What follows belongs to an exercise in optimizing a design on an open flow for small area, a short achievable clock period and few clock cycles; a production flow would make more cautious choices. Only simulation tests tie the RTL to the original design; equivalence was not proved. Power figures rest on the tool's default switching activity, not on a simulated workload.

oak:
==> flow/design.v (excerpt) <==
module crc4pc (
    input  wire        clk,
    input  wire        rst,
    input  wire        req_valid,
    input  wire        req_write,
    input  wire        req_mem,
    input  wire [7:0]  req_addr,
    input  wire [31:0] req_wdata,
    output wire        req_ready,
    output reg         rsp_valid,
    output reg  [31:0] rsp_rdata
);
Settings: LEC_CHECK=0, CAP_MARGIN=10, CORE_MARGIN=2, CORE_UTILIZATION=50, PLACE_DENSITY=0.7, SETUP_SLACK_MARGIN=3.5, SLEW_MARGIN=10; clock period 9.0 ns.
run.sh (not shown) runs the stock make flow with config.mk's settings and CLKGATE_MAP_FILE= SYNTH_SCRIPT=/design/flow/synth_recipe.tcl, a recipe that flattens the netlist after the stock synthesis.
Testbench counts of oak, summed over its fixed seeds: cycles 10,205.
### oak -> pine
Settings: a change of CAP_MARGIN from 10 to 20; a change of PLACE_DENSITY from 0.7 to 0.45; a deleted SETUP_SLACK_MARGIN that had been 3.5; a change of SLEW_MARGIN from 10 to 20; a change of CORE_UTILIZATION from 50 to 30.
Results
pine finished end to end and its layout was clean on timing, DRC and antenna. On synthesis-to-finish area growth: between oak and pine, it ends up higher for oak. Summary — number of cells on the critical path, pine relative to oak: lower, by 5. Looking at met3 global-route usage, pine sits 3.1 points below oak. Compared with oak, in pine buffers inserted during post-CTS setup optimization went down, met1 routed wirelength after detailed routing went up by 23%, cell area -about 0.9%, wire length went up about 7%.
#### Input delta (birch over pine)
Settings: a change of CORE_UTILIZATION from 30 to 45; a change of CAP_MARGIN from 20 to 10; a change of PLACE_DENSITY from 0.45 to 0.6; an added SETUP_SLACK_MARGIN of 3.0; a change of SLEW_MARGIN from 20 to 10.
- Summary of the comparison: wire length on met2 is lower in birch, relative to pine.
- Going from pine to birch, the effective utilization at floorplan was found to have gone up by 15 points.
- Summary of the comparison: global-route wire length before repair is lower in birch, relative to pine.
- birch vs pine: share of post-route cells with drive strength above 1 up in birch
The following lists how maple was set up differently from birch:
Settings: changing SLEW_MARGIN from 10 to 20; changing SETUP_SLACK_MARGIN from 3.0 to 3.5; changing CAP_MARGIN from 10 to 20.
Cmp maple vs birch: fraction of the cycle the final worst path needs lower in maple
Changes observed in maple relative to birch: total routed wirelength fell by 1.7%; net switching share of the total power -0.15 points; number of cell instances on the worst register-to-register path +4.

========
== v53 ==
crc4pc, a different RTL version from the one above (not shown whole).
Size: about 79 I/O pins, roughly 150,000 sq um of cells after synthesis.
## crc4pc
module crc4pc (
    input  wire        clk,
    input  wire        rst,
    input  wire        req_valid,
    input  wire        req_write,
    input  wire        req_mem,
    input  wire [7:0]  req_addr,
    input  wire [31:0] req_wdata,
    output wire        req_ready,
    output reg         rsp_valid,
    output reg  [31:0] rsp_rdata
);
clock: 9.0 ns
lec_check: 0
cap_margin: 20
core_margin: 2
core_utilization: 45
place_density: 0.6
setup_slack_margin: 3.5
slew_margin: 20
v53: all stages complete, timing, DRC and antenna checks passed
Testbench counts of v53, summed over its fixed seeds: cycles 10,183.
The inputs of v50 differ from those of v53 as listed below.
- swapping 0.6 for 0.7 in PLACE_DENSITY
- swapping 3.5 for 4.0 in SETUP_SLACK_MARGIN
- swapping 20 for 10 in SLEW_MARGIN
- swapping 45 for 50 in CORE_UTILIZATION
- swapping 20 for 10 in CAP_MARGIN
Findings:
v50: flow complete, layout not clean; failing: capacitance limit, slew limit
Relative to v53, register-to-register path setup slack has increased by 0.28 ns in v50.
In v50, net count of the finished layout is higher than in v53.
Worst setup slack: v50 vs v53 up 0.28 ns
v50 vs v53 on maximum number of pins on one net before global-route repair: v50 is the higher one.
v50 gives less antenna diode count than v53 did.
v50 — post-route fraction of the period consumed by the critical path 3.1 points lower, v53 as reference
When v50 is measured against v53, its critical path depth turns out 14 higher.
Delay of the slowest cell on the worst path was lower in v50 than in v53.
Between v53 and v50, the combinational cell fraction of total power is higher for v50.
Looking at path type of the worst setup path, the in2reg result is from v50; the reg2reg one comes from v53.
v50 has hold slack below what v53 had.
What v8 does differently from v50 at the input level:
- SETUP_SLACK_MARGIN changed from 4.0 to 3.5
==> results.txt <==
- v8 has completed all stages; timing, DRC and antenna checks passed.
- Diff v8..v50 | portion of the post-synthesis area used by sequential elements | unchanged
- Total power: v8 below v50
- v50 → v8: clock skew fell 0.0082 ns, design internal power fell 0.45 mW.

========
JK:
Another version of the RTL of crc4pc (not shown whole).
For scale: roughly 12000 cells after synthesis, ~79 I/O pins, about 0.14 mm^2 of cells after synthesis.
export LEC_CHECK = 0
export CAP_MARGIN = 20
export CORE_MARGIN = 2
export CORE_UTILIZATION = 45
export PLACE_DENSITY = 0.6
export SLEW_MARGIN = 20
create_clock -name core_clock -period 9.0 [get_ports {clk}]
Testbench counts of JK, summed over its fixed seeds: cycles 10,161.
#### Input delta (MS over JK)
diff --git a/flow/config.mk b/flow/config.mk
--- a/flow/config.mk
+++ b/flow/config.mk
@@ -9,4 +9,4 @@
 export CORE_MARGIN = 2
-export CORE_UTILIZATION = 45
-export PLACE_DENSITY = 0.6
+export CORE_UTILIZATION = 30
+export PLACE_DENSITY = 0.45
 export SLEW_MARGIN = 20
--- outcome ---
- MS and JK ended up with nearly the same fraction of synthesized area in multiplexers.
- JK leaves more setup margin than MS.
- Compared with JK, the detailed router inserted fewer vias in MS.
- MS vs. JK: fraction of area in registers went down by 0.86 points.

[re-timing with driven ports]
Ports are ideal in the flow. The routed layouts listed here were re-timed in OpenROAD. Step 1 sets driving cells, clkbuf_16 on the clock port and buf_2 on the other inputs (assumed; they add their load-dependent delay and slew). Step 2 moves the port delays by t, midway between the first and last clock arrival at a register: inputs arrive t later, outputs are due t later. That takes back most of the time a late clock gives input paths. a / b / c = no drivers / after step 1 / after step 2; a / b = the first two.
| run | t, ns | setup WS [ns] | worst setup path after step 2 |
|---|---|---|---|
| oak | 1.026 | 3.071 / 3.071 / 2.447 | input to register |
| pine | 1.059 | 1.350 / 1.350 / 0.497 | input to register |
| birch | 1.026 | 2.887 / 2.887 / 2.034 | input to register |
| maple | 1.037 | 3.050 / 3.050 / 2.488 | input to register |
| v53 | 1.060 | 3.381 / 3.381 / 2.502 | input to register |
| v50 | 1.035 | 3.659 / 3.662 / 2.711 | input to register |
| v8 | 1.030 | 3.331 / 3.410 / 2.380 | input to register |
| JK | 1.048 | 0.538 / 0.538 / 0.538 | register to register |
| MS | 1.060 | 0.283 / 0.283 / 0.283 | register to register |
The setup slack of v8, which loses most, moves by +0.079 ns with the drivers and by -0.951 ns with both steps.
